Context: an optimization exercise on an open-source flow, tuned for small area, a short achievable clock period and few clock cycles. The choices shown serve that exercise and are no tape-out recipe. Only simulation tests tie the RTL to the original design; equivalence was not proved.

### flow/config.mk
export PLATFORM = sky130hd
export DESIGN_NAME = s2_codec
export DESIGN_NICKNAME = s2_codec
export VERILOG_FILES = /design/flow/design.v
export SDC_FILE = /design/flow/constraint.sdc
export NUM_CORES = 4
export LEC_CHECK = 0
export CAP_MARGIN = 20
export CORE_MARGIN = 2
export CORE_UTILIZATION = 40
export PLACE_DENSITY = 0.6
export SLEW_MARGIN = 20
### flow/constraint.sdc
create_clock -name core_clock -period 20.0 [get_ports {clk}]
set_input_delay 4.0000 -clock core_clock [delete_from_list [all_inputs] [get_ports {clk}]]
set_output_delay 4.0000 -clock core_clock [all_outputs]
set_load 0.01 [all_outputs]
### flow/design.v
module s2_codec #(
    parameter [32:0] MEM_SIZE = 33'h0_0001_0000
) (
    input  wire        clk,
    input  wire        rst,
    input  wire        wr_en,
    input  wire [3:0]  wr_addr,
    input  wire [31:0] wr_data,
    input  wire [3:0]  rd_addr,
    output reg  [31:0] rd_data,
    output wire        busy,
    output reg         mem_req,
    output reg         mem_we,
    output wire [31:0] mem_addr,
    output reg  [7:0]  mem_wdata,
    input  wire [7:0]  mem_rdata
);
    localparam [127:0] KEY_ADK = 128'hF42E82F6_F91B9BB4_F84B6730_BDC28CBD;
    localparam [127:0] KEY_DNG = 128'h6BDBE8CB_B8AA00A1_0A4FF0D9_CA4659C9;
    function [31:0] crc_inv(input [31:0] r, input [7:0] d);
        integer k;
        reg [31:0] c;
        begin
            c = ~r ^ {24'd0, d};
            for (k = 0; k < 8; k = k + 1)
                c = c[0] ? ((c >> 1) ^ 32'hEDB88320) : (c >> 1);
            crc_inv = ~c;
        end
    endfunction
    function [30:0] rotl(input [30:0] x, input integer k);
        rotl = (x << k) | (x >> (31 - k));
    endfunction
    function [61:0] csa(input [30:0] x, input [30:0] y, input [30:0] z);
        reg [30:0] s, c;
        begin
            s = x ^ y ^ z;
            c = (x & y) | (x & z) | (y & z);
            csa = {rotl(c, 1), s};
        end
    endfunction
    function [30:0] eac_add(input [30:0] x, input [30:0] y);
        integer l, i;
        reg [30:0] g, p, gg, pp, c;
        begin
            g = x & y;
            p = x ^ y;
            gg = g; pp = p;
            for (l = 0; l < 5; l = l + 1)
                for (i = 0; i < 31; i = i + 1)
                    if ((i >> l) & 1) begin
                        gg[i] = gg[i] | (pp[i] & gg[((i >> l) << l) - 1]);
                        pp[i] = pp[i] & pp[((i >> l) << l) - 1];
                    end
            c[0] = gg[30];
            for (i = 1; i < 31; i = i + 1)
                c[i] = gg[i-1] | (pp[i-1] & gg[30]);
            eac_add = p ^ c;
        end
    endfunction
    function [30:0] pm_next(input [30:0] s);
        reg [61:0] r1, r2, r3, r4;
        begin
            r1 = csa(rotl(s, 14), rotl(s, 9), ~rotl(s, 7));
            r2 = csa(rotl(s, 5), rotl(s, 3), ~s);
            r3 = csa(r1[30:0], r1[61:31], r2[30:0]);
            r4 = csa(r3[30:0], r3[61:31], r2[61:31]);
            pm_next = eac_add(r4[30:0], r4[61:31]);
        end
    endfunction
    function [30:0] condition(input [30:0] s_in);
        integer i;
        reg [30:0] s;
        reg [4:0] p;
        begin
            s = s_in;
            p = 5'd0;
            for (i = 0; i < 31; i = i + 1)
                p = p + {4'd0, s[i]};
            if (p < 5'd8) begin
                s[12] = 1'b1;
                if (p < 5'd7) s[23] = 1'b1;
                if (p < 5'd6) s[10] = 1'b1;
                if (p < 5'd5) s[25] = 1'b1;
                if (p < 5'd4) s[8]  = 1'b1;
                if (p < 5'd3) s[27] = 1'b1;
                if (p < 5'd2) s[6]  = 1'b1;
                if (p < 5'd1) s[29] = 1'b1;
            end
            if (p > 5'd24) begin
                s[12] = 1'b0;
                if (p < 5'd31) s[23] = 1'b0;
                if (p < 5'd30) s[10] = 1'b0;
                if (p < 5'd29) s[25] = 1'b0;
                if (p < 5'd28) s[8]  = 1'b0;
                if (p < 5'd27) s[27] = 1'b0;
                if (p < 5'd26) s[6]  = 1'b0;
            end
            condition = s;
        end
    endfunction
    reg [31:0] r_cmd, r_src, r_slen, r_dst, r_dlen, r_key, r_arg;
    reg [31:0] r_result;
    reg [30:0] r_prng;
    reg        st_busy, st_done;
    reg [1:0]  st_err;
    assign busy = st_busy;
    wire [31:0] status = st_busy ? 32'h0000_0001 :
                         {16'd0, 6'd0, st_err, 5'd0, (st_err != 2'd0), st_done, 1'b0};
    always @(*) begin
        case (rd_addr)
            4'h0: rd_data = r_cmd;
            4'h1: rd_data = status;
            4'h2: rd_data = r_src;
            4'h3: rd_data = r_slen;
            4'h4: rd_data = r_dst;
            4'h5: rd_data = r_dlen;
            4'h6: rd_data = r_key;
            4'h7: rd_data = r_arg;
            4'h8: rd_data = r_result;
            4'hA: rd_data = {1'b0, r_prng};
            default: rd_data = 32'd0;
        endcase
    end
    localparam [4:0]
        S_IDLE  = 5'd0,
        S_DEC   = 5'd1,
        S_CRC   = 5'd2,    
        S_COND  = 5'd3,    
        S_STEP  = 5'd4,    
        S_WB    = 5'd5,    
        S_FILL  = 5'd6,
        S_KGWR  = 5'd7,
        S_L1    = 5'd8,
        S_ARD   = 5'd9,
        S_AWR   = 5'd10,
        S_SKIP  = 5'd11,
        S_L2    = 5'd12,
        S_P2    = 5'd13,
        S_ST    = 5'd14,
        S_STR   = 5'd15,
        S_DIV   = 5'd16,
        S_BCHK  = 5'd17,
        S_BK    = 5'd18,
        S_BMOD  = 5'd19,
        S_BGEN  = 5'd20,
        S_BRD   = 5'd21,
        S_BWR   = 5'd22;
    reg [4:0]  state;
    reg        sub;           
    reg        rv;            
    reg [31:0] acc;
    reg [30:0] gs;
    reg [16:0] off;
    reg [7:0]  j;
    reg [6:0]  l1;            
    reg [3:0]  l2;            
    reg [12:0] stride;        
    wire [7:0] op      = r_cmd[7:0];
    wire       kg_rand = r_cmd[8];
    wire       kg_game = r_cmd[9];
    wire       is_kg   = (op == 8'h05);
    wire       is_obf  = (op == 8'h06);
    wire [30:0] nxt = pm_next(acc[30:0]);
    wire [16:0] n   = r_slen[16:0];
    wire        slen_z  = (r_slen == 32'd0);
    wire        dlen_z  = (r_dlen == 32'd0);
    wire [17:0] src_end = {1'b0, r_src[16:0]} + {1'b0, r_slen[16:0]};
    wire [17:0] dst_end = {1'b0, r_dst[16:0]} + {1'b0, r_dlen[16:0]};
    wire        src_ok  = slen_z || ((r_src[31:17] == 15'd0) && (r_slen[31:17] == 15'd0) &&
                                     (src_end <= 18'h10000));
    wire        dst_ok  = dlen_z || ((r_dst[31:17] == 15'd0) && (r_dlen[31:17] == 15'd0) &&
                                     (dst_end <= 18'h10000));
    wire [31:0] b       = is_kg ? r_dst : r_key;
    wire        b_ok    = (b[31:16] == 16'd0) && (b[15:0] <= 16'hFFF0);
    wire [16:0] b_end   = {1'b0, b[15:0]} + 17'd16;
    wire        ovl     = !slen_z && ({1'b0, r_src[16:0]} < {1'b0, b_end}) &&
                          ({2'b0, b[15:0]} < src_end);
    wire        illegal = (r_cmd[31:10] != 22'd0) || (op > 8'h06) ||
                          ((r_cmd[9:8] != 2'b00) && !is_kg);
    reg  [1:0]  dec_err;
    always @(*) begin
        dec_err = 2'd0;
        if (illegal)
            dec_err = 2'd1;
        else if (op == 8'h01) begin
            if (!src_ok) dec_err = 2'd2;
        end else if (op == 8'h04) begin
            if (!dst_ok) dec_err = 2'd2;
        end else if (is_kg) begin
            if (kg_rand && !src_ok) dec_err = 2'd2;
            else if (!b_ok) dec_err = 2'd2;
            else if (kg_rand && ovl) dec_err = 2'd3;
        end else if (is_obf) begin
            if (!src_ok) dec_err = 2'd2;
            else if (!b_ok) dec_err = 2'd2;
            else if (ovl) dec_err = 2'd3;
        end
    end
    wire        crc_key  = is_obf || sub;               
    wire [16:0] crc_len  = crc_key ? 17'd16 : n;
    wire        crc_iss  = (off != crc_len);
    wire        b_live   = (off < n);
    reg  [15:0] base;
    reg         off4;        
    always @(*) begin
        base = r_src[15:0];
        off4 = 1'b0;
        case (state)
            S_CRC:  base = is_obf ? r_key[15:0] : (sub ? r_dst[15:0] : r_src[15:0]);
            S_FILL, S_KGWR: base = r_dst[15:0];
            S_BCHK: begin base = r_key[15:0]; off4 = 1'b1; end
            default: ;
        endcase
    end
    wire [15:0] addr_off = off4 ? {12'd0, off[3:0]} : off[15:0];
    assign mem_addr = {16'd0, base + addr_off};
    wire [127:0] kconst = kg_game ? KEY_DNG : KEY_ADK;
    wire [7:0]   kbyte  = kconst[{off[3:0], 3'b000} +: 8];
    always @(*) begin
        mem_req   = 1'b0;
        mem_we    = 1'b0;
        mem_wdata = acc[7:0];
        case (state)
            S_CRC:  mem_req = crc_iss;
            S_FILL: begin mem_req = 1'b1; mem_we = 1'b1; end
            S_KGWR: begin
                mem_req = 1'b1; mem_we = 1'b1;
                mem_wdata = kbyte ^ (kg_rand ? acc[7:0] : 8'd0);
            end
            S_ARD, S_BRD: mem_req = 1'b1;
            S_BCHK: mem_req = b_live;
            S_AWR, S_BWR: begin
                mem_req = 1'b1; mem_we = 1'b1;
                mem_wdata = mem_rdata ^ acc[7:0];
            end
            default: ;
        endcase
    end
    wire        lower   = is_kg && !sub;
    wire        up      = (mem_rdata >= 8'h41) && (mem_rdata <= 8'h5A);
    wire [7:0]  crc_d   = mem_rdata | {2'b00, lower && up, 5'd0};
    wire [31:0] crc_nx  = crc_inv(acc, crc_d);
    wire [16:0] off_inc = off + ((state == S_BWR) ? {3'd0, 1'b1, stride} : 17'd1);
    wire [7:0]  l1m     = {1'b0, l1} + 8'h7F;             
    wire        j_l1    = (j == l1m);
    wire [17:0] rsh     = {off, acc[30]};
    wire [17:0] rdiff   = rsh - {1'b0, n};
    wire [5:0]  l2f     = {2'b01, l2} + 6'd1;             
    wire [8:0]  jdiff   = {1'b0, j} - {3'd0, l2f};
    task finish;
        begin
            st_busy <= 1'b0;
            st_done <= 1'b1;
            state   <= S_IDLE;
        end
    endtask
    always @(posedge clk) begin
        if (rst) begin
            r_cmd    <= 32'd0;
            r_src    <= 32'd0;
            r_slen   <= 32'd0;
            r_dst    <= 32'd0;
            r_dlen   <= 32'd0;
            r_key    <= 32'd0;
            r_arg    <= 32'd0;
            r_result <= 32'd0;
            r_prng   <= 31'd1;
            st_busy  <= 1'b0;
            st_done  <= 1'b0;
            st_err   <= 2'd0;
            state    <= S_IDLE;
        end else begin
            if (wr_en && !st_busy) begin
                case (wr_addr)
                    4'h0: begin
                        r_cmd   <= wr_data;
                        st_busy <= 1'b1;
                        st_done <= 1'b0;
                        st_err  <= 2'd0;
                        state   <= S_DEC;
                    end
                    4'h2: r_src  <= wr_data;
                    4'h3: r_slen <= wr_data;
                    4'h4: r_dst  <= wr_data;
                    4'h5: r_dlen <= wr_data;
                    4'h6: r_key  <= wr_data;
                    4'h7: r_arg  <= wr_data;
                    4'hA: r_prng <= (wr_data[30:0] == 31'd0) ? 31'd1 : wr_data[30:0];
                    default: ;
                endcase
            end
            rv <= 1'b0;
            case (state)
                S_IDLE: ;
                S_DEC: begin
                    off <= 17'd0;
                    sub <= 1'b0;
                    acc <= 32'd0;
                    if (dec_err != 2'd0) begin
                        st_err <= dec_err;
                        finish;
                    end else begin
                        case (op[2:0])
                            3'd1: state <= S_CRC;
                            3'd2: begin acc <= r_arg; state <= S_COND; end
                            3'd3: begin acc <= {1'b0, r_prng}; state <= S_STEP; end
                            3'd4: begin
                                acc <= {1'b0, r_prng};
                                if (dlen_z) finish; else state <= S_STEP;
                            end
                            3'd5: state <= kg_rand ? S_CRC : S_KGWR;
                            3'd6: if (slen_z) finish; else state <= S_CRC;
                            default: finish;
                        endcase
                    end
                end
                S_CRC: begin
                    if (crc_iss) off <= off + 17'd1;
                    rv <= crc_iss;
                    if (rv) acc <= crc_nx;
                    if (!crc_iss) begin
                        off <= 17'd0;
                        if (is_obf || (is_kg && !sub)) state <= S_COND;
                        else state <= S_WB;
                    end
                end
                S_COND: begin
                    acc <= {1'b0, condition(acc[30:0])};
                    if (is_obf) state <= S_L1;
                    else if (is_kg) state <= S_STEP;
                    else state <= S_WB;
                end
                S_STEP: begin
                    acc <= {1'b0, nxt};
                    if (op[2:0] == 3'd4) state <= S_FILL;
                    else if (is_kg) state <= S_KGWR;
                    else state <= S_WB;
                end
                S_WB: begin
                    if (op[2:0] != 3'd4) r_result <= acc;
                    if (op[2:0] == 3'd2 || op[2:0] == 3'd3 || op[2:0] == 3'd4) r_prng <= acc[30:0];
                    finish;
                end
                S_FILL: begin
                    off <= off_inc;
                    if (off_inc == r_dlen[16:0]) state <= S_WB;
                    else acc <= {1'b0, nxt};
                end
                S_KGWR: begin
                    off <= off_inc;
                    acc <= {1'b0, nxt};
                    if (off[3:0] == 4'd15) begin
                        off   <= 17'd0;
                        acc   <= 32'd0;
                        sub   <= 1'b1;
                        state <= S_CRC;
                    end
                end
                S_L1: begin
                    acc   <= {1'b0, nxt};
                    gs    <= nxt;
                    l1    <= nxt[6:0];
                    j     <= 8'd0;
                    state <= S_ARD;
                end
                S_ARD: begin
                    acc   <= {1'b0, nxt};
                    state <= S_AWR;
                end
                S_AWR: begin
                    off <= off_inc;
                    if (off_inc == n) begin
                        if (j_l1) state <= S_L2;
                        else begin j <= j + 8'd1; state <= S_SKIP; end
                    end else begin
                        state <= S_ARD;
                        if (j_l1) begin j <= 8'd0; acc <= {1'b0, gs}; end
                        else j <= j + 8'd1;
                    end
                end
                S_SKIP: begin
                    acc <= {1'b0, nxt};
                    j   <= j + 8'd1;
                    if (j_l1) state <= S_L2;
                end
                S_L2: begin
                    acc   <= {1'b0, nxt};
                    gs    <= nxt;
                    l2    <= nxt[3:0];
                    j     <= 8'd0;
                    state <= S_P2;
                end
                S_P2: begin
                    acc <= {1'b0, nxt};
                    j   <= j + 8'd1;
                    if (j[4:0] == {1'b1, l2}) state <= S_ST;
                end
                S_ST: begin
                    acc   <= {1'b0, nxt};
                    state <= S_STR;
                end
                S_STR: begin
                    stride <= nxt[12:0];
                    off    <= 17'd0;
                    j      <= 8'd0;
                    state  <= S_DIV;
                end
                S_DIV: begin
                    acc <= {acc[30:0], 1'b0};
                    off <= rdiff[17] ? rsh[16:0] : rdiff[16:0];
                    j   <= j + 8'd1;
                    if (j[4:0] == 5'd30) state <= S_BCHK;
                end
                S_BCHK: begin
                    if (b_live) state <= S_BK;
                    else finish;
                end
                S_BK: begin
                    j     <= mem_rdata ^ off[7:0];
                    state <= S_BMOD;
                end
                S_BMOD: begin
                    if (!jdiff[8]) j <= jdiff[7:0];
                    else begin
                        acc   <= {1'b0, gs};
                        state <= S_BGEN;
                    end
                end
                S_BGEN: begin
                    acc <= {1'b0, nxt};
                    j   <= j - 8'd1;
                    if (j == 8'd0) state <= S_BRD;
                end
                S_BRD: state <= S_BWR;
                S_BWR: begin
                    off   <= off_inc;
                    state <= S_BCHK;
                end
                default: state <= S_IDLE;
            endcase
        end
    end
endmodule
### flow/run.sh
#!/bin/bash
# synth_recipe.tcl (not shown) runs the flow's synth.tcl, then flattens the netlist and writes it again
# the make line also repeats each setting of config.mk as NAME=value (left out here)
make -C /OpenROAD-flow-scripts/flow DESIGN_CONFIG=/design/flow/config.mk WORK_HOME=/design/flow/orfs CLKGATE_MAP_FILE= SYNTH_SCRIPT=/design/flow/synth_recipe.tcl finish
==> flow_metrics.tcl, run 1 <==
set metrics [dict create \
    htreeDepth 2 \
    crit_fanout 18 \
    ys_types 99 \
    num_rows 107 \
    core-area_um2 85400 \
    num_vias 34400 \
    fp.dieH_um 298 \
    detail-route-antenna-nets 0 \
    tns_ns 0 \
    synth_ff_type "dfxtp_1" \
    cp.required_ns 16.00 \
    syn_area_um2 34600 \
    root_buffer "clkbuf_16" \
    clock_latency_ns 0.64 \
    cts_hold_buf 0 \
    hold_path_class "reg2reg" \
    start_util_pct 40.5 \
    port-buffer-count 109 \
    synth_seq_cells 410 \
    cts_buffers 48 \
    cts_resized 0 \
    final_util_pct 45.0 \
    crit_path_end_kind "output pin" \
    drive_gt1_share_pct 6.03 \
    post-cts-setup-buffers 0 \
    rsz0062_at_grt "false" \
    clock_sinks 410 \
    final_cell_mix "719 x nand2_1, 439 x a21oi_1, 296 x dfxtp_1" \
    final_common_cell "nand2_1" \
    cts.clk_slew.worst_paths_ns 0.06 \
    antenna_found_initial 6 \
    path_class "reg2out" \
    slew_viol_final 0 \
    routedWlPerCell_um 27.2 \
    ios 126 \
    cts_buffer_depth 3 \
    fin_skew_ns 0.0467 \
    track_usage_pct 32.4 \
    grt_first_pass_wirelength_mm 218 \
    start_kind "register" \
    gp_congestion 1.03 \
    syn_to_final_growth_pct 11.1 \
    synth_edf_count 114 \
    cap_violations 0 \
    first_iter_violations 4224 \
    setup_viol_count_final 0 \
    tightest_slew_ns 1.10 \
    syn_inst 4292 \
    nNetsFinal 4645 \
    ys_warn_count 1 \
    drc 0 \
    max_freq_ghz 0.0928 \
    hold_viol_final 0 \
    grt_pass1_vias 32200 \
    via_per_inst 6.32 \
    cts_tree "done" \
    cp.arrival_ns 6.77 \
    routed_wl_mm 148 \
    die_area_um2 88800 \
    place_hpwl_mm 110 \
    finalCritPeriodShare_pct 53.9 \
    seq_area_frac_synth_pct 27.0 \
    async_flop_share_pct 0 \
    grt_max_degree 100 \
    firstDrtPassIters 12 \
    outcome "complete, no violations" \
    synth_area_per_cell_um2 8.05 \
    overflow 0 \
    slew_headroom_pct 25.8 \
    die_x_um 298 \
    fin_crit_ns 10.77 \
]
## routing by layer
metal	vias to the layer above	part of all wire, %	GRT usage, %	wire (um)
met5	-	0	0	0
met4	0	6.3	17.3	9250
met3	446	9.8	6.23	14500
met2	1981	44	50.2	65500
met1	16600	40	42.5	58600
li1	15300	-	-	-
## per-stage QoR
| step | area [um2] | hold slack, ns | worst slack (ns) | cells |
|---|---|---|---|---|
| after CTS | 38400 | 0.457 | 9.13 | 5439 |
| after detailed placement | 36700 | 0.449 | 9.33 | 5351 |
| final | 38400 | 0.457 | 9.23 | 5443 |
| after global routing | 38400 | 0.486 | 8.74 | 5439 |
| after floorplan | 34600 | 0.436 | 10.58 | 4307 |
| after global placement | 36700 | 0.445 | 9.36 | 5351 |
## area by class of cell
cell class	count	area (um2)
fillers	8585	47000
multi-input cells	3328	23100
flip-flops and latches	410	9350
repair buffers	215	1890
clock buffers	70	1430
well taps	1144	1430
inverters	254	953
clock inverters	18	251
diodes	4	10.0
## cell usage after synthesis (80+ instances only)
library cell	number	area, um2
ha_1	183	2290
o21ai_0	149	746
inv_1	251	942
a22oi_1	108	811
nand3_1	105	526
nor2_1	225	845
clkbuf_1	271	1020
xor2_1	80	701
nand2_1	721	2710
dfxtp_1	296	5930
xnor2_1	164	1440
fa_1	154	3080
a21oi_1	439	2200
edfxtp_1	114	3420
## sequential cells by signal, summed over array words and instances, names as in the netlist, 7 cells and up
signal / flops
acc: 32
gs: 31
j: 8
l1: 7
off: 17
r_arg: 32
r_cmd: 32
r_dlen: 32
r_dst: 32
r_key: 32
r_prng: 31
r_result: 32
r_slen: 32
r_src: 32
stride: 13
## logic make-up (layout without fill, tap and decap cells)
family	after synthesis	in the layout	synth area share (%)
flip-flops	410	410	27.0
buffers and inverters	569	557	6.64
XOR/XNOR	246	246	6.31
multiplexers	49	49	1.47
adder cells (fa/ha/maj)	339	339	15.6
AND/OR/NAND/NOR	1442	1442	19.0
other	1	20	0.0108
AO/OA/AOI/OAI	1236	1236	23.9
## worst max-delay path, cell delays in order, from the launching register on
cell and delay [ns]:
dfxtp_1 0.71, clkinv_1 0.47, nand2_1 0.25, nor2_1 0.18, nand2_1 0.42, o21ai_2 0.32, a222oi_1 0.41, inv_1 0.08
ha_1 0.22, fa_1 0.43, a21o_1 0.19, a21oi_1 0.23, o21bai_1 0.10, a21oi_1 0.24, o21bai_1 0.10, a21oi_1 0.23
o21ai_0 0.16, o41a_1 0.38, a21o_1 0.19, a21oi_1 0.16, xnor2_1 0.14, clkdlybuf4s50_1 0.55
## path summary, 6_finish.rpt
path                    start      endpoint  slack (ns)  cells past startpoint
setup reg to reg     state[2]       acc[26]       12.36                     20
hold / removal    r_result[3]   r_result[3]        0.46                      2
hold reg to reg   r_result[3]   r_result[3]        0.46                      2
setup / recovery     state[3]  mem_addr[14]        9.23                     21
Testbench counts, summed over its fixed seeds: cycles 937,607.
==> inputs of run 2 (changes only) <==
--- a/flow/design.v
+++ b/flow/design.v
@@ -67,6 +67,29 @@
             pm_next = eac_add(r4[30:0], r4[61:31]);
         end
     endfunction
+    function [32:0] radd(input [31:0] x, input [31:0] z, input ci);
+        integer i;
+        reg c;
+        reg [31:0] s;
+        begin
+            c = ci;
+            for (i = 0; i < 32; i = i + 1) begin
+                s[i] = x[i] ^ z[i] ^ c;
+                c = (x[i] & z[i]) | (x[i] & c) | (z[i] & c);
+            end
+            radd = {c, s};
+        end
+    endfunction
+    function rlt(input [31:0] x, input [31:0] z);
+        integer i;
+        reg c;
+        begin
+            c = 1'b1;
+            for (i = 0; i < 32; i = i + 1)
+                c = (x[i] & ~z[i]) | (x[i] & c) | (~z[i] & c);
+            rlt = ~c;
+        end
+    endfunction
     function [30:0] condition(input [30:0] s_in);
         integer i;
         reg [30:0] s;
@@ -144,7 +167,9 @@
         S_BMOD  = 5'd19,
         S_BGEN  = 5'd20,
         S_BRD   = 5'd21,
-        S_BWR   = 5'd22;
+        S_BWR   = 5'd22,
+        S_DEC2  = 5'd23,
+        S_BKR   = 5'd24;
     reg [4:0]  state;
     reg        sub;           
     reg        rv;            
@@ -164,17 +189,20 @@
     wire [16:0] n   = r_slen[16:0];
     wire        slen_z  = (r_slen == 32'd0);
     wire        dlen_z  = (r_dlen == 32'd0);
-    wire [17:0] src_end = {1'b0, r_src[16:0]} + {1'b0, r_slen[16:0]};
-    wire [17:0] dst_end = {1'b0, r_dst[16:0]} + {1'b0, r_dlen[16:0]};
+    wire [32:0] src_e   = radd({15'd0, r_src[16:0]}, {15'd0, r_slen[16:0]}, 1'b0);
+    wire [32:0] dst_e   = radd({15'd0, r_dst[16:0]}, {15'd0, r_dlen[16:0]}, 1'b0);
+    wire [17:0] src_end = src_e[17:0];
+    wire [17:0] dst_end = dst_e[17:0];
     wire        src_ok  = slen_z || ((r_src[31:17] == 15'd0) && (r_slen[31:17] == 15'd0) &&
-                                     (src_end <= 18'h10000));
+                                     !src_end[17] && (!src_end[16] || (src_end[15:0] == 16'd0)));
     wire        dst_ok  = dlen_z || ((r_dst[31:17] == 15'd0) && (r_dlen[31:17] == 15'd0) &&
-                                     (dst_end <= 18'h10000));
+                                     !dst_end[17] && (!dst_end[16] || (dst_end[15:0] == 16'd0)));
     wire [31:0] b       = is_kg ? r_dst : r_key;
-    wire        b_ok    = (b[31:16] == 16'd0) && (b[15:0] <= 16'hFFF0);
-    wire [16:0] b_end   = {1'b0, b[15:0]} + 17'd16;
-    wire        ovl     = !slen_z && ({1'b0, r_src[16:0]} < {1'b0, b_end}) &&
-                          ({2'b0, b[15:0]} < src_end);
+    wire        b_ok    = (b[31:16] == 16'd0) && !((b[15:4] == 12'hFFF) && (b[3:0] != 4'd0));
+    wire [32:0] b_e     = radd({16'd0, b[15:0]}, 32'd15, 1'b0);
+    wire        ovl     = !slen_z && !rlt(b_e, {15'd0, r_src[16:0]}) &&
+                          rlt({16'd0, b[15:0]}, {14'd0, src_end});
+    reg         f_src, f_dst, f_b, f_ovl;
     wire        illegal = (r_cmd[31:10] != 22'd0) || (op > 8'h06) ||
                           ((r_cmd[9:8] != 2'b00) && !is_kg);
     reg  [1:0]  dec_err;
@@ -183,23 +211,23 @@
         if (illegal)
             dec_err = 2'd1;
         else if (op == 8'h01) begin
-            if (!src_ok) dec_err = 2'd2;
+            if (!f_src) dec_err = 2'd2;
         end else if (op == 8'h04) begin
-            if (!dst_ok) dec_err = 2'd2;
+            if (!f_dst) dec_err = 2'd2;
         end else if (is_kg) begin
-            if (kg_rand && !src_ok) dec_err = 2'd2;
-            else if (!b_ok) dec_err = 2'd2;
-            else if (kg_rand && ovl) dec_err = 2'd3;
+            if (kg_rand && !f_src) dec_err = 2'd2;
+            else if (!f_b) dec_err = 2'd2;
+            else if (kg_rand && f_ovl) dec_err = 2'd3;
         end else if (is_obf) begin
-            if (!src_ok) dec_err = 2'd2;
-            else if (!b_ok) dec_err = 2'd2;
-            else if (ovl) dec_err = 2'd3;
+            if (!f_src) dec_err = 2'd2;
+            else if (!f_b) dec_err = 2'd2;
+            else if (f_ovl) dec_err = 2'd3;
         end
     end
     wire        crc_key  = is_obf || sub;               
     wire [16:0] crc_len  = crc_key ? 17'd16 : n;
     wire        crc_iss  = (off != crc_len);
-    wire        b_live   = (off < n);
+    wire        b_live   = rlt({15'd0, off}, {15'd0, n});
     reg  [15:0] base;
     reg         off4;        
     always @(*) begin
@@ -208,7 +236,7 @@
         case (state)
             S_CRC:  base = is_obf ? r_key[15:0] : (sub ? r_dst[15:0] : r_src[15:0]);
             S_FILL, S_KGWR: base = r_dst[15:0];
-            S_BCHK: begin base = r_key[15:0]; off4 = 1'b1; end
+            S_BKR: begin base = r_key[15:0]; off4 = 1'b1; end
             default: ;
         endcase
     end
@@ -228,7 +256,7 @@
                 mem_wdata = kbyte ^ (kg_rand ? acc[7:0] : 8'd0);
             end
             S_ARD, S_BRD: mem_req = 1'b1;
-            S_BCHK: mem_req = b_live;
+            S_BKR: mem_req = 1'b1;
             S_AWR, S_BWR: begin
                 mem_req = 1'b1; mem_we = 1'b1;
                 mem_wdata = mem_rdata ^ acc[7:0];
@@ -240,13 +268,18 @@
     wire        up      = (mem_rdata >= 8'h41) && (mem_rdata <= 8'h5A);
     wire [7:0]  crc_d   = mem_rdata | {2'b00, lower && up, 5'd0};
     wire [31:0] crc_nx  = crc_inv(acc, crc_d);
-    wire [16:0] off_inc = off + ((state == S_BWR) ? {3'd0, 1'b1, stride} : 17'd1);
-    wire [7:0]  l1m     = {1'b0, l1} + 8'h7F;             
-    wire        j_l1    = (j == l1m);
+    wire [32:0] off_s   = radd({15'd0, off}, (state == S_BWR) ? {18'd0, 1'b1, stride} : 32'd1, 1'b0);
+    wire [16:0] off_inc = off_s[16:0];
+    wire [32:0] j_s     = radd({24'd0, j}, 32'd1, 1'b0);
+    wire [7:0]  j_inc   = j_s[7:0];
+    wire        j_l1    = (j_inc == {1'b1, l1});            
     wire [17:0] rsh     = {off, acc[30]};
-    wire [17:0] rdiff   = rsh - {1'b0, n};
-    wire [5:0]  l2f     = {2'b01, l2} + 6'd1;             
-    wire [8:0]  jdiff   = {1'b0, j} - {3'd0, l2f};
+    wire [32:0] rd_s    = radd({14'd0, rsh}, {14'd0, ~{1'b0, n}}, 1'b1);
+    wire [17:0] rdiff   = rd_s[17:0];
+    wire        r_ge    = rd_s[18];
+    wire [32:0] jd_s    = radd({24'd0, j}, {24'd0, ~{3'b000, 1'b1, l2}}, 1'b0);
+    wire [7:0]  jdiff   = jd_s[7:0];
+    wire        j_ge    = jd_s[8];
     task finish;
         begin
             st_busy <= 1'b0;
@@ -293,6 +326,13 @@
             case (state)
                 S_IDLE: ;
                 S_DEC: begin
+                    f_src <= src_ok;
+                    f_dst <= dst_ok;
+                    f_b   <= b_ok;
+                    f_ovl <= ovl;
+                    state <= S_DEC2;
+                end
+                S_DEC2: begin
                     off <= 17'd0;
                     sub <= 1'b0;
                     acc <= 32'd0;
@@ -315,7 +355,7 @@
                     end
                 end
                 S_CRC: begin
-                    if (crc_iss) off <= off + 17'd1;
+                    if (crc_iss) off <= off_inc;
                     rv <= crc_iss;
                     if (rv) acc <= crc_nx;
                     if (!crc_iss) begin
@@ -371,16 +411,16 @@
                     off <= off_inc;
                     if (off_inc == n) begin
                         if (j_l1) state <= S_L2;
-                        else begin j <= j + 8'd1; state <= S_SKIP; end
+                        else begin j <= j_inc; state <= S_SKIP; end
                     end else begin
                         state <= S_ARD;
                         if (j_l1) begin j <= 8'd0; acc <= {1'b0, gs}; end
-                        else j <= j + 8'd1;
+                        else j <= j_inc;
                     end
                 end
                 S_SKIP: begin
                     acc <= {1'b0, nxt};
-                    j   <= j + 8'd1;
+                    j   <= j_inc;
                     if (j_l1) state <= S_L2;
                 end
                 S_L2: begin
@@ -392,7 +432,7 @@
                 end
                 S_P2: begin
                     acc <= {1'b0, nxt};
-                    j   <= j + 8'd1;
+                    j   <= j_inc;
                     if (j[4:0] == {1'b1, l2}) state <= S_ST;
                 end
                 S_ST: begin
@@ -407,29 +447,31 @@
                 end
                 S_DIV: begin
                     acc <= {acc[30:0], 1'b0};
-                    off <= rdiff[17] ? rsh[16:0] : rdiff[16:0];
-                    j   <= j + 8'd1;
+                    off <= r_ge ? rdiff[16:0] : rsh[16:0];
+                    j   <= j_inc;
                     if (j[4:0] == 5'd30) state <= S_BCHK;
                 end
                 S_BCHK: begin
-                    if (b_live) state <= S_BK;
+                    if (b_live) state <= S_BKR;
                     else finish;
                 end
+                S_BKR: state <= S_BK;
                 S_BK: begin
                     j     <= mem_rdata ^ off[7:0];
                     state <= S_BMOD;
                 end
                 S_BMOD: begin
-                    if (!jdiff[8]) j <= jdiff[7:0];
+                    if (j_ge) j <= jdiff;
                     else begin
+                        j     <= ~j;
                         acc   <= {1'b0, gs};
                         state <= S_BGEN;
                     end
                 end
                 S_BGEN: begin
                     acc <= {1'b0, nxt};
-                    j   <= j - 8'd1;
-                    if (j == 8'd0) state <= S_BRD;
+                    j   <= j_inc;
+                    if (j == 8'hFF) state <= S_BRD;
                 end
                 S_BRD: state <= S_BWR;
                 S_BWR: begin
==> flow_metrics.tcl, run 2 <==
set metrics [dict create \
    max_freq_ghz 0.0858 \
    synth_edf_count 118 \
    hold_start "r_key[29]" \
    place_hpwl_mm 97.4 \
    firstDrtPassIters 10 \
    cts_tree "done" \
    overflow 0 \
    cp.arrival_ns 7.66 \
    drive_gt1_share_pct 6.17 \
    synth_area_per_cell_um2 8.47 \
    r2r-start "state[3]" \
    final_common_cell "nand2_1" \
    final_cell_mix "682 x nand2_1, 364 x a21oi_1, 296 x dfxtp_1" \
    crit_top_cell "clkdlybuf4s50_1" \
    cp.required_ns 16.00 \
    tightest_slew_ns 1.13 \
    cap_violations 0 \
    slowest_delay_ns 1.04 \
    num_rows 101 \
    yosysMostFrequentCell "nand2_1" \
    reg2reg_to "acc[12]" \
    netlist_top_cells_count "683 x nand2_1, 364 x a21oi_1, 296 x dfxtp_1" \
    detail-route-antenna-nets 0 \
    cts_hold_buf 0 \
    cts.clk_slew.worst_paths_ns 0.06 \
    fill_cells 7452 \
    grt_max_degree 196 \
    drc 0 \
    fin_skew_ns 0.0402 \
    start_kind "input port" \
    clock_latency_ns 0.62 \
    clock_sinks 414 \
    grt_pass1_vias 27500 \
    crit_fanout 25 \
    slew_viol_final 0 \
    syn_inst 3652 \
    track_usage_pct 32.6 \
    hold_depth 2 \
    die_area_um2 79600 \
    grt_first_pass_wirelength_mm 191 \
    fp.dieH_um 282 \
    routedWlPerCell_um 27.8 \
    synth.largest_area_cell "dfxtp_1" \
    finalCritPeriodShare_pct 58.3 \
    first_iter_violations 4121 \
    crit_path_end_kind "output pin" \
    antenna_found_initial 1 \
    path_class "in2out" \
    ys_types 89 \
    final_util_pct 45.5 \
    cts_buffers 46 \
    tns_ns 0 \
    reg2reg_depth 31 \
    yosysTopAreaCellShare_pct 19.2 \
    fin_crit_ns 11.66 \
    syn_area_um2 30900 \
    ios 126 \
    setup_viol_count_final 0 \
    rsz0062_at_grt "false" \
    root_buffer "clkbuf_16" \
    port-buffer-count 109 \
    die_x_um 282 \
    hold_path_class "reg2reg" \
    ys_top_cells_by_area "dfxtp_1 19%, fa_1 14%, edfxtp_1 11%" \
    cp_slowest_cell "clkdlybuf4s50_1" \
    htreeDepth 2 \
    num_vias 29600 \
    ys_warn_count 1 \
    core-area_um2 76200 \
    post-cts-setup-buffers 0 \
    synth_seq_cells 414 \
    routed_wl_mm 131 \
    worstPathCellList "clkdlybuf4s50_1 -> nand2b_1 -> nor3_2 -> buf_4 -> a22oi_1 -> nand2_1 -> a221oi_1 -> o21ai_0 -> clkdlybuf4s50_1" \
    synth_ff_type "dfxtp_1" \
    async_flop_share_pct 0 \
    cts_resized 0 \
    cts_buffer_depth 3 \
    hold_path_end "r_key[29]" \
    start_util_pct 40.6 \
    outcome "complete, no violations" \
    hold_viol_final 0 \
    via_per_inst 6.27 \
    gp_congestion 1.01 \
    reg2reg_slack_ns 10.27 \
    nNetsFinal 4004 \
    syn_to_final_growth_pct 12.0 \
    seq_area_frac_synth_pct 30.6 \
    slew_headroom_pct 24.2 \
]
[run 2: changes by cell type after synthesis, moves of 20 or more]
cell	change
a21o_1	-24
a22oi_1	+23
xnor2_1	-52
clkbuf_1	-35
fa_1	+59
nor3_1	-36
ha_1	-88
and2_1	-32
nand3_1	-40
a21oi_1	-75
xor2_1	-28
o21ai_0	-60
nand2_1	-38
nor2_1	-20
[run 2: per-layer routing]
metal | global-route usage, % | share of wire (%) | vias to the layer above
met3 | 6.25 | 10 | 319
met4 | 13.1 | 4.9 | 0
li1 | - | - | 12900
met1 | 44.4 | 40 | 14500
met2 | 50.8 | 44 | 1866
met5 | 0 | 0 | -
[run 2: cell type report]
cell class,instances,area (um2),area share (%)
diodes,1,2.50,0.00722
well taps,1030,1290,3.72
flip-flops and latches,414,9470,27.3
clock inverters,16,206,0.596
inverters,258,968,2.80
repair buffers,201,1800,5.19
clock buffers,69,1340,3.88
multi-input cells,2724,19600,56.5
[run 2: how the worst max path moves through the flow]
stage,from,to,slack (ns),cells after the start
4_1_cts,rd_addr[1],rd_data[11],8.54,9
3_3_place_gp,rd_addr[1],rd_data[11],8.60,9
6_report,rd_addr[1],rd_data[11],8.34,9
3_5_place_dp,rd_addr[1],rd_data[11],8.52,9
5_1_grt,rd_addr[1],rd_data[11],8.33,9
2_1_floorplan,state[4],acc[0],8.07,30
[run 2: metrics by stage]
step           setup slack (ns)  cell area, um2  std cells  hold WS [ns]
2_1_floorplan              8.07           31000       3667         0.436
3_3_place_gp               8.60           33100       4627         0.461
3_5_place_dp               8.52           33100       4627         0.464
4_1_cts                    8.54           34600       4712         0.472
5_1_grt                    8.33           34600       4712         0.493
6_report                   8.34           34600       4713         0.471
[run 2: worst max-delay path, delay by kind of cell]
kind | cells | cell delay, ns
AO/OA/AOI/OAI | 3 | 0.52
buffers and inverters | 3 | 2.20
AND/OR/NAND/NOR | 3 | 0.91
[run 2: cells by family (layout without fill, tap and decap cells)]
group	after synthesis	count (layout)	share of synthesized area [%]
and+or+nand+nor	1187	1187	16.6
AOI/OAI and AO/OA	992	992	21.8
buffers and inverters	529	544	6.68
DFF	414	414	30.6
adders and majority gates	312	312	17.8
xor gates and xnor gates	169	169	4.94
muxes	48	48	1.63
other	1	17	0.0121
Testbench counts of run 2, summed over its fixed seeds: cycles 938,093.
==> inputs of run 3 (changes only) <==
--- a/flow/design.v
+++ b/flow/design.v
@@ -228,20 +228,42 @@
     wire [16:0] crc_len  = crc_key ? 17'd16 : n;
     wire        crc_iss  = (off != crc_len);
     wire        b_live   = rlt({15'd0, off}, {15'd0, n});
-    reg  [15:0] base;
-    reg         off4;        
+    reg  [15:0] aq;
+    reg  [1:0]  a_sel;       
+    reg  [1:0]  b_sel;       
     always @(*) begin
-        base = r_src[15:0];
-        off4 = 1'b0;
+        a_sel = 2'd0;
+        b_sel = 2'd0;
         case (state)
-            S_CRC:  base = is_obf ? r_key[15:0] : (sub ? r_dst[15:0] : r_src[15:0]);
-            S_FILL, S_KGWR: base = r_dst[15:0];
-            S_BKR: begin base = r_key[15:0]; off4 = 1'b1; end
+            S_DEC2: a_sel = is_obf ? 2'd3 :
+                            ((op[2:0] == 3'd4) || (is_kg && !kg_rand)) ? 2'd2 : 2'd1;
+            S_CRC:  if (crc_iss) b_sel = 2'd1;
+                    else a_sel = is_obf ? 2'd1 : 2'd2;
+            S_FILL, S_AWR: b_sel = 2'd1;
+            S_KGWR: if (off[3:0] == 4'd15) a_sel = 2'd2; else b_sel = 2'd1;
+            S_BCHK: begin a_sel = 2'd3; b_sel = 2'd3; end
+            S_BKR:  begin a_sel = 2'd1; b_sel = 2'd2; end
             default: ;
         endcase
     end
-    wire [15:0] addr_off = off4 ? {12'd0, off[3:0]} : off[15:0];
-    assign mem_addr = {16'd0, base + addr_off};
+    reg  [15:0] a_op, b_op;
+    always @(*) begin
+        case (a_sel)
+            2'd0: a_op = aq;
+            2'd1: a_op = r_src[15:0];
+            2'd2: a_op = r_dst[15:0];
+            default: a_op = r_key[15:0];
+        endcase
+        case (b_sel)
+            2'd0: b_op = 16'd0;
+            2'd1: b_op = 16'd1;
+            2'd2: b_op = off[15:0];
+            default: b_op = {12'd0, off[3:0]};
+        endcase
+    end
+    wire [32:0] a_sum = radd({16'd0, a_op}, {16'd0, b_op}, 1'b0);
+    always @(posedge clk) aq <= a_sum[15:0];
+    assign mem_addr = {16'd0, aq};
     wire [127:0] kconst = kg_game ? KEY_DNG : KEY_ADK;
     wire [7:0]   kbyte  = kconst[{off[3:0], 3'b000} +: 8];
     always @(*) begin
@@ -280,6 +302,25 @@
     wire [32:0] jd_s    = radd({24'd0, j}, {24'd0, ~{3'b000, 1'b1, l2}}, 1'b0);
     wire [7:0]  jdiff   = jd_s[7:0];
     wire        j_ge    = jd_s[8];
+    wire        hw    = wr_en && !st_busy;
+    wire [31:0] wd    = wr_data & {32{~rst}};
+    wire        wb    = (state == S_WB);
+    wire        wb_res  = wb && (op[2:0] != 3'd4);
+    wire        wb_prng = wb && (op[2:0] == 3'd2 || op[2:0] == 3'd3 || op[2:0] == 3'd4);
+    wire        hw_prng = hw && (wr_addr == 4'hA) && !rst;
+    always @(posedge clk) begin
+        if (rst || (hw && wr_addr == 4'h0)) r_cmd  <= wd;
+        if (rst || (hw && wr_addr == 4'h2)) r_src  <= wd;
+        if (rst || (hw && wr_addr == 4'h3)) r_slen <= wd;
+        if (rst || (hw && wr_addr == 4'h4)) r_dst  <= wd;
+        if (rst || (hw && wr_addr == 4'h5)) r_dlen <= wd;
+        if (rst || (hw && wr_addr == 4'h6)) r_key  <= wd;
+        if (rst || (hw && wr_addr == 4'h7)) r_arg  <= wd;
+        if (rst || wb_res) r_result <= acc & {32{~rst}};
+        if (rst || hw_prng || wb_prng)
+            r_prng <= hw_prng ? {wd[30:1], wd[0] | (wr_data[30:0] == 31'd0)} :
+                      {acc[30:1] & {30{~rst}}, acc[0] | rst};
+    end
     task finish;
         begin
             st_busy <= 1'b0;
@@ -289,15 +330,6 @@
     endtask
     always @(posedge clk) begin
         if (rst) begin
-            r_cmd    <= 32'd0;
-            r_src    <= 32'd0;
-            r_slen   <= 32'd0;
-            r_dst    <= 32'd0;
-            r_dlen   <= 32'd0;
-            r_key    <= 32'd0;
-            r_arg    <= 32'd0;
-            r_result <= 32'd0;
-            r_prng   <= 31'd1;
             st_busy  <= 1'b0;
             st_done  <= 1'b0;
             st_err   <= 2'd0;
@@ -306,19 +338,11 @@
             if (wr_en && !st_busy) begin
                 case (wr_addr)
                     4'h0: begin
-                        r_cmd   <= wr_data;
                         st_busy <= 1'b1;
                         st_done <= 1'b0;
                         st_err  <= 2'd0;
                         state   <= S_DEC;
                     end
-                    4'h2: r_src  <= wr_data;
-                    4'h3: r_slen <= wr_data;
-                    4'h4: r_dst  <= wr_data;
-                    4'h5: r_dlen <= wr_data;
-                    4'h6: r_key  <= wr_data;
-                    4'h7: r_arg  <= wr_data;
-                    4'hA: r_prng <= (wr_data[30:0] == 31'd0) ? 31'd1 : wr_data[30:0];
                     default: ;
                 endcase
             end
@@ -377,8 +401,6 @@
                     else state <= S_WB;
                 end
                 S_WB: begin
-                    if (op[2:0] != 3'd4) r_result <= acc;
-                    if (op[2:0] == 3'd2 || op[2:0] == 3'd3 || op[2:0] == 3'd4) r_prng <= acc[30:0];
                     finish;
                 end
                 S_FILL: begin
==> flow_metrics.tcl, run 3 <==
set metrics [dict create \
    outcome "complete, no violations" \
    cts_hold_buf 0 \
    final_cell_mix "405 x edfxtp_1, 243 x inv_1, 226 x fa_1" \
    die_area_um2 79200 \
    start_util_pct 40.5 \
    drc 0 \
    syn_to_final_growth_pct 12.9 \
    firstDrtPassIters 8 \
    synth_seq_cells 430 \
    r2r-start "state[3]" \
    grt_pass1_vias 24600 \
    overflow 0 \
    gp_congestion 0.997 \
    seq_area_frac_synth_pct 41.1 \
    rsz0062_at_grt "false" \
    tns_ns 0 \
    cts_resized 0 \
    reg2reg_to "acc[19]" \
    async_flop_share_pct 0 \
    cts_buffer_depth 3 \
    ys_types 84 \
    port-buffer-count 109 \
    synth_edf_count 405 \
    clock_sinks 430 \
    yosysTopAreaCellShare_pct 39.5 \
    routedWlPerCell_um 31.3 \
    finalCritPeriodShare_pct 53.8 \
    tightest_slew_ns 1.19 \
    setup_viol_count_final 0 \
    syn_area_um2 30800 \
    crit_top_cell "clkdlybuf4s50_1" \
    track_usage_pct 30.9 \
    cp_slowest_cell "clkdlybuf4s50_1" \
    num_vias 24900 \
    clock_latency_ns 0.63 \
    die_x_um 281 \
    netlist_top_cells_count "405 x edfxtp_1, 243 x inv_1, 226 x fa_1" \
    crit_fanout 32 \
    fin_skew_ns 0.0477 \
    via_per_inst 6.33 \
    synth_area_per_cell_um2 11.1 \
    synth_ff_type "edfxtp_1" \
    nNetsFinal 3225 \
    slowest_delay_ns 0.66 \
    synth.largest_area_cell "edfxtp_1" \
    hold_viol_final 0 \
    reg2reg_depth 29 \
    cts.clk_slew.worst_paths_ns 0.06 \
    num_rows 101 \
    slew_viol_final 0 \
    htreeDepth 2 \
    grt_first_pass_wirelength_mm 176 \
    drive_gt1_share_pct 7.89 \
    hold_path_end "acc[17]" \
    detail-route-antenna-nets 0 \
    worstPathCellList "clkdlybuf4s50_1 -> nand2b_1 -> nor2_2 -> buf_4 -> a22o_1 -> a221oi_1 -> o2111ai_1 -> clkdlybuf4s50_1" \
    fin_crit_ns 10.77 \
    hold_depth 2 \
    reg2reg_slack_ns 10.06 \
    yosysMostFrequentCell "edfxtp_1" \
    antenna_found_initial 5 \
    ios 126 \
    crit_path_end_kind "output pin" \
    first_iter_violations 4127 \
    slew_headroom_pct 19.9 \
    cap_violations 0 \
    cp.arrival_ns 6.77 \
    syn_inst 2779 \
    fp.dieH_um 281 \
    max_freq_ghz 0.0929 \
    ys_warn_count 1 \
    cts_tree "done" \
    place_hpwl_mm 91.1 \
    path_class "in2out" \
    cts_buffers 47 \
    final_common_cell "edfxtp_1" \
    grt_max_degree 49 \
    post-cts-setup-buffers 0 \
    start_kind "input port" \
    root_buffer "clkbuf_16" \
    ys_top_cells_by_area "edfxtp_1 40%, fa_1 15%, ha_1 3.3%" \
    hold_start "gs[17]" \
    whs_ns 0.545 \
    core-area_um2 76100 \
    hold_path_class "reg2reg" \
    cp.required_ns 16.00 \
    routed_wl_mm 123 \
]
[run 3: routing by layer]
layer | wire length, um | share of wire [%] | up-vias | GRT usage [%]
met5 | 40 | 0.032 | - | 0
met4 | 5980 | 4.9 | 6 | 12.9
met3 | 12600 | 10 | 276 | 5.89
met2 | 56100 | 46 | 1677 | 48.8
met1 | 48400 | 39 | 12500 | 41.7
li1 | - | - | 10400 | -
[run 3: area by class of cell]
class,instances,area [um2]
Fill cell,7104,41300
Multi-Input combinational cell,1972,16700
Sequential cell,430,12700
Timing Repair Buffer,169,1530
Tap cell,1030,1290
Clock buffer,54,1200
Inverter,247,927
Clock inverter,31,365
Antenna cell,4,10.0
[run 3: worst max-delay path by stage]
stage,from,to,slack (ns)
5_1_grt,rd_addr[3],rd_data[1],9.21
6_report,rd_addr[3],rd_data[2],9.23
3_5_place_dp,rd_addr[3],rd_data[2],9.32
2_1_floorplan,rd_addr[0],rd_data[2],10.49
3_3_place_gp,rd_addr[3],rd_data[2],9.29
4_1_cts,rd_addr[3],rd_data[2],9.31
[run 3: cells by family after synthesis]
group,count (synthesis),synth area share (%)
multiplexers,93,3.35
AO/OA/AOI/OAI,670,15.8
AND/OR/NAND/NOR,717,11.3
flip-flops,430,41.1
buffers and inverters,392,5.11
other,1,0.0122
adder cells (fa/ha/maj),318,18.4
XOR/XNOR,158,4.91
[run 3: metrics by stage]
step                util [%]  setup slack [ns]  instances  instance area, um2
finish                  45.7              9.23       3937               34700
detailed placement      43.6              9.32       3847               33100
global route            45.6              9.21       3933               34700
CTS                     45.6              9.31       3932               34700
global placement        43.5              9.29       3846               33100
floorplan                  -             10.49       2794               30800
[run 3: critical path: cells and delay by family]
| kind | cells | cell delay, ns |
|---|---|---|
| simple gates | 2 | 0.39 |
| buf+inv | 3 | 1.52 |
| compound gates | 3 | 0.83 |
Testbench counts of run 3, summed over its fixed seeds: cycles 938,093.
==> inputs of run 4 (changes only) <==
==> flow/flow/run.sh (new file) <==
#!/bin/bash
# The standard layout (the standard.sh, unchanged synthesis and steps), with
# repair_timing asked for a larger setup margin so that it also sizes the port
# buffers and the paths through them. Make's full output goes to make.log.
set -euo pipefail
bash standard.sh SETUP_SLACK_MARGIN=10.3 finish > make.log 2>&1
==> flow/standard.sh (new file) <==
#!/bin/bash
# synth_recipe.tcl (not shown) runs the flow's synth.tcl, then flattens the netlist and writes it again
# the make line also repeats each setting of config.mk as NAME=value (left out here)
make -C /OpenROAD-flow-scripts/flow DESIGN_CONFIG=/design/flow/config.mk WORK_HOME=/design/flow/orfs CLKGATE_MAP_FILE= SYNTH_SCRIPT=/design/flow/synth_recipe.tcl "${@:-finish}"
removed: flow/run.sh
==> flow_metrics.tcl, run 4 <==
set metrics [dict create \
    num_rows 101 \
    port-buffer-count 109 \
    path_class "in2out" \
    yosysTopAreaCellShare_pct 39.5 \
    ys_warn_count 1 \
    overflow 0 \
    place_ws_ns 9.32 \
    grtUsageMet1_pct 42.5 \
    place_hpwl_mm 91.1 \
    hold_depth 2 \
    hold_path_class "reg2reg" \
    async_flop_share_pct 0 \
    cp.required_ns 16.00 \
    syn_inst 2779 \
    die_x_um 281 \
    final_cell_mix "405 x edfxtp_1, 242 x inv_1, 226 x fa_1" \
    seq_area_frac_synth_pct 41.1 \
    grt_util_met3_pct 5.65 \
    fin_crit_ns 9.68 \
    reg2reg_depth 31 \
    netlist_top_cells_count "405 x edfxtp_1, 243 x inv_1, 226 x fa_1" \
    htreeDepth 2 \
    setup_viol_count_final 0 \
    tightest_slew_ns 1.22 \
    cts_tree "done" \
    drc 0 \
    nNetsFinal 3242 \
    crit_fanout 32 \
    clock_sinks 430 \
    syn_to_final_growth_pct 13.9 \
    worst_slack_ns 10.32 \
    final_common_cell "edfxtp_1" \
    finalCritPeriodShare_pct 48.4 \
    core-area_um2 76100 \
    start_kind "input port" \
    routed_wl_mm 125 \
    yosysMostFrequentCell "edfxtp_1" \
    antenna_found_initial 2 \
    die_area_um2 79200 \
    max_freq_ghz 0.103 \
    routedWlPerCell_um 31.5 \
    rsz0062_at_grt "true" \
    busiest_layer "met2" \
    cts_buffers 47 \
    root_buffer "clkbuf_16" \
    syn_area_um2 30800 \
    hold_viol_final 0 \
    fin_skew_ns 0.0415 \
    outcome "complete, no violations" \
    detail-route-antenna-nets 0 \
    ys_top_cells_by_area "edfxtp_1 40%, fa_1 15%, ha_1 3.3%" \
    synth.largest_area_cell "edfxtp_1" \
    cap_violations 0 \
    tns_ns 0 \
    cts_buffer_depth 3 \
    synth_area_per_cell_um2 11.1 \
    ios 126 \
    first_iter_violations 4139 \
    fp.dieH_um 281 \
    grt_max_degree 49 \
    met2_usage_pct 49.0 \
    cts.clk_slew.worst_paths_ns 0.06 \
    grt_pass1_vias 24800 \
    synth_ff_type "edfxtp_1" \
    clock_latency_ns 0.63 \
    crit_path_end_kind "output pin" \
    via_per_inst 6.38 \
    slew_viol_final 0 \
    gp_congestion 0.997 \
    cts_hold_buf 0 \
    firstDrtPassIters 6 \
    num_vias 25200 \
    grt_first_pass_wirelength_mm 178 \
    drive_gt1_share_pct 9.25 \
    start_util_pct 40.5 \
    track_usage_pct 31.2 \
    ys_types 84 \
    fill_cells 7084 \
    synth_seq_cells 430 \
    synth_edf_count 405 \
    slew_headroom_pct 18.3 \
    cp.arrival_ns 5.68 \
]
-- run 4: logic make-up (layout without fill, tap and decap cells) --
kind of cell / Yosys count / after routing / synth area share [%]
xor gates and xnor gates: 158 / 158 / 4.91
buffers and inverters: 392 / 517 / 5.11
DFF: 430 / 430 / 41.1
muxes: 93 / 93 / 3.35
other: 1 / 18 / 0.0122
and+or+nand+nor: 717 / 718 / 11.3
AOI/OAI and AO/OA: 670 / 670 / 15.8
adders and majority gates: 318 / 318 / 18.4
-- run 4: final timing paths --
kind | start | slack [ns] | end
setup / recovery | rd_addr[0] | 10.32 | rd_data[13]
hold / removal | st_err[1] | 0.54 | st_err[1]
setup reg to reg | state[3] | 10.59 | acc[4]
hold reg to reg | st_err[1] | 0.54 | st_err[1]
-- run 4: final cells by class --
class                           instances  area [um2]  area share, %
Timing Repair Buffer                  185        1760           5.03
Tap cell                             1030        1290           3.68
Sequential cell                       430       12700           36.1
Clock inverter                         31         365           1.04
Multi-Input combinational cell       1973       16800           48.0
Antenna cell                            2        5.00         0.0143
Inverter                              247         931           2.65
Clock buffer                           54        1200           3.43
-- run 4: worst max-delay path: stages --
cell	delay, ns
buf_4	0.17
nand2b_4	0.17
nor3_2	0.17
buf_8	0.32
a222oi_1	0.17
nand3_1	0.13
clkdlybuf4s50_1	0.54
-- run 4: routing by layer --
metal	vias up	share of wire, %
met5	-	0.022
met4	4	5.0
met3	285	10
met2	1681	46
met1	12800	39
li1	10500	-
-- run 4: through the flow --
stage          hold WS [ns]  std cells  cell area, um2  util (%)
2_1_floorplan         0.469       2794           30800         -
3_3_place_gp          0.505       3846           33100      43.5
4_1_cts               0.537       3941           34900      45.9
6_report              0.540       3952           35100      46.1
3_5_place_dp          0.527       3847           33100      43.6
5_1_grt               0.553       3950           35100      46.1
-- run 4: timing repair --
action / CTS / global route
setup buffers: 5 / 7
pin swaps: 7 / 7
resized for setup: 90 / 34
setup endpoints to repair: 72 / 58
hold endpoints to repair: 0 / 0
cloned: 4 / 1
==> inputs of run 5 (changes only) <==
--- a/flow/design.v
+++ b/flow/design.v
@@ -169,7 +169,8 @@
         S_BRD   = 5'd21,
         S_BWR   = 5'd22,
         S_DEC2  = 5'd23,
-        S_BKR   = 5'd24;
+        S_BKR   = 5'd24,
+        S_FW    = 5'd25;
     reg [4:0]  state;
     reg        sub;           
     reg        rv;            
@@ -228,6 +229,7 @@
     wire [16:0] crc_len  = crc_key ? 17'd16 : n;
     wire        crc_iss  = (off != crc_len);
     wire        b_live   = rlt({15'd0, off}, {15'd0, n});
+    wire        a_live   = (off != n);
     reg  [15:0] aq;
     reg  [1:0]  a_sel;       
     reg  [1:0]  b_sel;       
@@ -239,7 +241,7 @@
                             ((op[2:0] == 3'd4) || (is_kg && !kg_rand)) ? 2'd2 : 2'd1;
             S_CRC:  if (crc_iss) b_sel = 2'd1;
                     else a_sel = is_obf ? 2'd1 : 2'd2;
-            S_FILL, S_AWR: b_sel = 2'd1;
+            S_FW, S_AWR: b_sel = 2'd1;
             S_KGWR: if (off[3:0] == 4'd15) a_sel = 2'd2; else b_sel = 2'd1;
             S_BCHK: begin a_sel = 2'd3; b_sel = 2'd3; end
             S_BKR:  begin a_sel = 2'd1; b_sel = 2'd2; end
@@ -272,12 +274,13 @@
         mem_wdata = acc[7:0];
         case (state)
             S_CRC:  mem_req = crc_iss;
-            S_FILL: begin mem_req = 1'b1; mem_we = 1'b1; end
+            S_FW:   begin mem_req = 1'b1; mem_we = 1'b1; end
             S_KGWR: begin
                 mem_req = 1'b1; mem_we = 1'b1;
                 mem_wdata = kbyte ^ (kg_rand ? acc[7:0] : 8'd0);
             end
-            S_ARD, S_BRD: mem_req = 1'b1;
+            S_ARD:  mem_req = a_live;
+            S_BRD:  mem_req = 1'b1;
             S_BKR: mem_req = 1'b1;
             S_AWR, S_BWR: begin
                 mem_req = 1'b1; mem_we = 1'b1;
@@ -370,7 +373,7 @@
                             3'd3: begin acc <= {1'b0, r_prng}; state <= S_STEP; end
                             3'd4: begin
                                 acc <= {1'b0, r_prng};
-                                if (dlen_z) finish; else state <= S_STEP;
+                                if (dlen_z) finish; else state <= S_FILL;
                             end
                             3'd5: state <= kg_rand ? S_CRC : S_KGWR;
                             3'd6: if (slen_z) finish; else state <= S_CRC;
@@ -396,17 +399,22 @@
                 end
                 S_STEP: begin
                     acc <= {1'b0, nxt};
-                    if (op[2:0] == 3'd4) state <= S_FILL;
-                    else if (is_kg) state <= S_KGWR;
+                    if (is_kg) state <= S_KGWR;
                     else state <= S_WB;
                 end
                 S_WB: begin
                     finish;
                 end
                 S_FILL: begin
-                    off <= off_inc;
-                    if (off_inc == r_dlen[16:0]) state <= S_WB;
-                    else acc <= {1'b0, nxt};
+                    if (off == r_dlen[16:0]) state <= S_WB;
+                    else begin
+                        acc   <= {1'b0, nxt};
+                        state <= S_FW;
+                    end
+                end
+                S_FW: begin
+                    off   <= off_inc;
+                    state <= S_FILL;
                 end
                 S_KGWR: begin
                     off <= off_inc;
@@ -426,19 +434,17 @@
                     state <= S_ARD;
                 end
                 S_ARD: begin
-                    acc   <= {1'b0, nxt};
-                    state <= S_AWR;
+                    if (a_live) begin
+                        acc   <= {1'b0, nxt};
+                        state <= S_AWR;
+                    end else
+                        state <= S_SKIP;
                 end
                 S_AWR: begin
-                    off <= off_inc;
-                    if (off_inc == n) begin
-                        if (j_l1) state <= S_L2;
-                        else begin j <= j_inc; state <= S_SKIP; end
-                    end else begin
-                        state <= S_ARD;
-                        if (j_l1) begin j <= 8'd0; acc <= {1'b0, gs}; end
-                        else j <= j_inc;
-                    end
+                    off   <= off_inc;
+                    state <= S_ARD;
+                    if (j_l1) begin j <= 8'd0; acc <= {1'b0, gs}; end
+                    else j <= j_inc;
                 end
                 S_SKIP: begin
                     acc <= {1'b0, nxt};
==> flow/flow/run.sh (replaced) <==
#!/bin/bash
# The standard layout (the standard.sh, unchanged synthesis and steps) with
# two knobs: repair_timing is asked for a larger setup margin, so that it also
# sizes the paths through the ports, and buffer_ports uses a small fast buffer.
# Make's full output goes to make.log.
set -euo pipefail
bash standard.sh SETUP_SLACK_MARGIN=10.7 "BUFFER_PORTS_ARGS=-buffer_cell sky130_fd_sc_hd__buf_2" finish > make.log 2>&1
--- a/flow/config.mk
+++ b/flow/config.mk
@@ -8,5 +8,6 @@
 export CAP_MARGIN = 20
 export CORE_MARGIN = 2
 export CORE_UTILIZATION = 40
+export CTS_BUF_LIST = sky130_fd_sc_hd__clkbuf_8
 export PLACE_DENSITY = 0.6
 export SLEW_MARGIN = 20
==> flow_metrics.tcl, run 5 <==
set metrics [dict create \
    slew_viol_final 0 \
    synth_edf_count 405 \
    reg2reg_slack_ns 10.91 \
    fin_skew_ns 0.0448 \
    cp.arrival_ns 5.54 \
    yosysTopAreaCellShare_pct 40.0 \
    htreeDepth 3 \
    seq_area_frac_synth_pct 41.6 \
    syn_to_final_growth_pct 14.1 \
    num_vias 25200 \
    wl_met2_mm 54.9 \
    root_buffer "clkbuf_8" \
    async_flop_share_pct 0 \
    critPathTopFamily "buffers and inverters" \
    path_class "in2out" \
    ys_warn_count 1 \
    slowest_delay_ns 0.42 \
    cp_slowest_cell "a222oi_1" \
    place_hpwl_mm 89.3 \
    worstPathCellList "buf_12 -> nand2_4 -> nor3_4 -> clkbuf_16 -> a222oi_1 -> nand4_1 -> buf_2" \
    overflow 0 \
    grt_first_pass_wirelength_mm 176 \
    cts_buffer_depth 3 \
    synth_seq_cells 430 \
    synth.largest_area_cell "edfxtp_1" \
    hold_start "st_err[1]" \
    detail-route-antenna-nets 0 \
    cp_num_buf_inv 3 \
    synth_area_per_cell_um2 11.1 \
    tns_ns 0 \
    grt_pass1_vias 24700 \
    netlist_top_cells_count "405 x edfxtp_1, 236 x inv_1, 226 x fa_1" \
    synth_ff_type "edfxtp_1" \
    tightest_slew_ns 1.19 \
    max_freq_ghz 0.105 \
    die_x_um 280 \
    fin_crit_ns 9.54 \
    syn_inst 2730 \
    yosysMostFrequentCell "edfxtp_1" \
    outcome "complete, no violations" \
    core-area_um2 75600 \
    drive_gt1_share_pct 15.7 \
    final_cell_mix "405 x edfxtp_1, 251 x inv_1, 226 x fa_1" \
    wl_met3_mm 14.5 \
    start_kind "input port" \
    hold_path_class "reg2reg" \
    grt_max_degree 62 \
    track_usage_pct 31.1 \
    cp.required_ns 16.00 \
    crit_path_end_kind "output pin" \
    gp_congestion 0.981 \
    reg2reg_depth 27 \
    cts.clk_slew.worst_paths_ns 0.06 \
    rsz0062_at_grt "true" \
    ys_top_cells_by_area "edfxtp_1 40%, fa_1 15%, ha_1 4.0%" \
    routed_wl_mm 124 \
    firstDrtPassIters 9 \
    setup_viol_count_final 0 \
    fp.dieH_um 280 \
    nNetsFinal 3263 \
    cts_tree "done" \
    ys_types 82 \
    crit_fanout 13 \
    die_area_um2 78200 \
    first_iter_violations 3849 \
    reg2reg_to "aq[15]" \
    dr.max_layer_used "met5" \
    via_per_inst 6.41 \
    cts_buffers 76 \
    port-buffer-count 109 \
    slew_headroom_pct 19.8 \
    hold_depth 2 \
    cap_violations 0 \
    antenna_found_initial 1 \
    routedWlPerCell_um 31.5 \
    num_rows 101 \
    hold_viol_final 0 \
    ios 126 \
    final_common_cell "edfxtp_1" \
    finalCritPeriodShare_pct 47.7 \
    start_util_pct 40.2 \
    syn_area_um2 30400 \
    wl_met1_mm 47.9 \
    r2r-start "off[5]" \
    clock_latency_ns 0.71 \
    hold_path_end "st_err[1]" \
    drc 0 \
    clock_sinks 430 \
]
==> run 5: through the flow <==
stage / setup slack (ns) / hold WS, ns / instance area [um2] / util [%] / cells
final: 10.46 / 0.540 / 34700 / 45.9 / 3929
after global routing: 10.51 / 0.565 / 34700 / 45.9 / 3926
after global placement: 9.96 / 0.509 / 32100 / 42.5 / 3743
after floorplan: 10.75 / 0.457 / 30500 / - / 2745
after CTS: 10.62 / 0.534 / 34400 / 45.6 / 3915
after detailed placement: 9.94 / 0.514 / 32100 / 42.5 / 3743
==> run 5: repair_timing <==
item,CTS,global route
resized for setup,70,36
hold buffers,0,0
setup buffers,28,8
pin swaps,29,27
endpoints found under the setup margin,34,34
cloned,6,2
hold endpoints to repair,0,0
==> run 5: cell type report <==
type	count	area (um2)
multi-input cells	1936	16700
diodes	3	7.51
flip-flops and latches	430	12700
repair buffers	207	1660
clock buffers	78	1070
inverters	237	890
well taps	978	1220
fillers	6909	40900
clock inverters	60	485
==> run 5: routing by layer <==
layer / global-route usage (%) / up-vias
met5: 0 / -
met4: 14.2 / 2
met3: 7.96 / 339
met2: 47.3 / 1849
met1: 41.8 / 12500
li1: - / 10400
==> run 5: worst reg2reg max path: cells and delay by family (launching register included) <==
family          cells  cell delay [ns]
xor+xnor            2             0.35
fa+ha+maj          15             5.32
simple gates        2             0.67
mux                 1             0.21
flops               1             0.79
buf+inv             2             0.31
compound gates      5             1.40
==> run 5: logic make-up after synthesis <==
group | after synthesis | share of synthesized area, %
other | 1 | 0.0123
buffers and inverters | 382 | 4.97
xor gates and xnor gates | 137 | 4.12
adders and majority gates | 331 | 19.1
and+or+nand+nor | 684 | 11.0
DFF | 430 | 41.6
AOI/OAI and AO/OA | 670 | 15.7
muxes | 95 | 3.43
==> run 5: how the worst max path moves through the flow <==
stage | start | to | slack [ns] | cells after the start
2_1_floorplan | rd_addr[3] | rd_data[8] | 10.75 | 7
5_1_grt | rd_addr[3] | rd_data[8] | 10.51 | 8
6_report | rd_addr[1] | rd_data[2] | 10.46 | 7
4_1_cts | rd_addr[3] | rd_data[5] | 10.62 | 9
3_3_place_gp | rd_addr[3] | rd_data[2] | 9.96 | 7
3_5_place_dp | rd_addr[3] | rd_data[2] | 9.94 | 7
Testbench counts of run 5, summed over its fixed seeds: cycles 939,518.

## port drivers added, routing unchanged
Ports are ideal in the flow. The routed layouts listed here were re-timed in OpenROAD.
Step 1: set_driving_cell puts a clkbuf_16 on clk and a buf_2 on each other input, an assumption about the parent block.
Step 2, shift: input delay + t, output delay - t, t = (earliest + latest rising clock arrival at the registers) / 2. This alone moves slack from input paths to output paths.
Three values: ideal, step 1, step 2; two values: the first two.
run	t (ns)	setup WS [ns]	worst setup path after step 2
run 1	0.687	9.227 / 9.160 / 9.167	input to output
run 2	0.665	8.344 / 8.296 / 8.296	input to output
run 3	0.671	9.233 / 9.105 / 9.105	input to output
run 4	0.665	10.318 / 10.187 / 10.187	input to output
run 5	0.751	10.455 / 10.397 / 10.397	input to output
After both steps setup and hold are still met in every run listed. The setup slack of run 4, which loses most, moves by -0.131 ns with the drivers and by -0.131 ns with both steps.
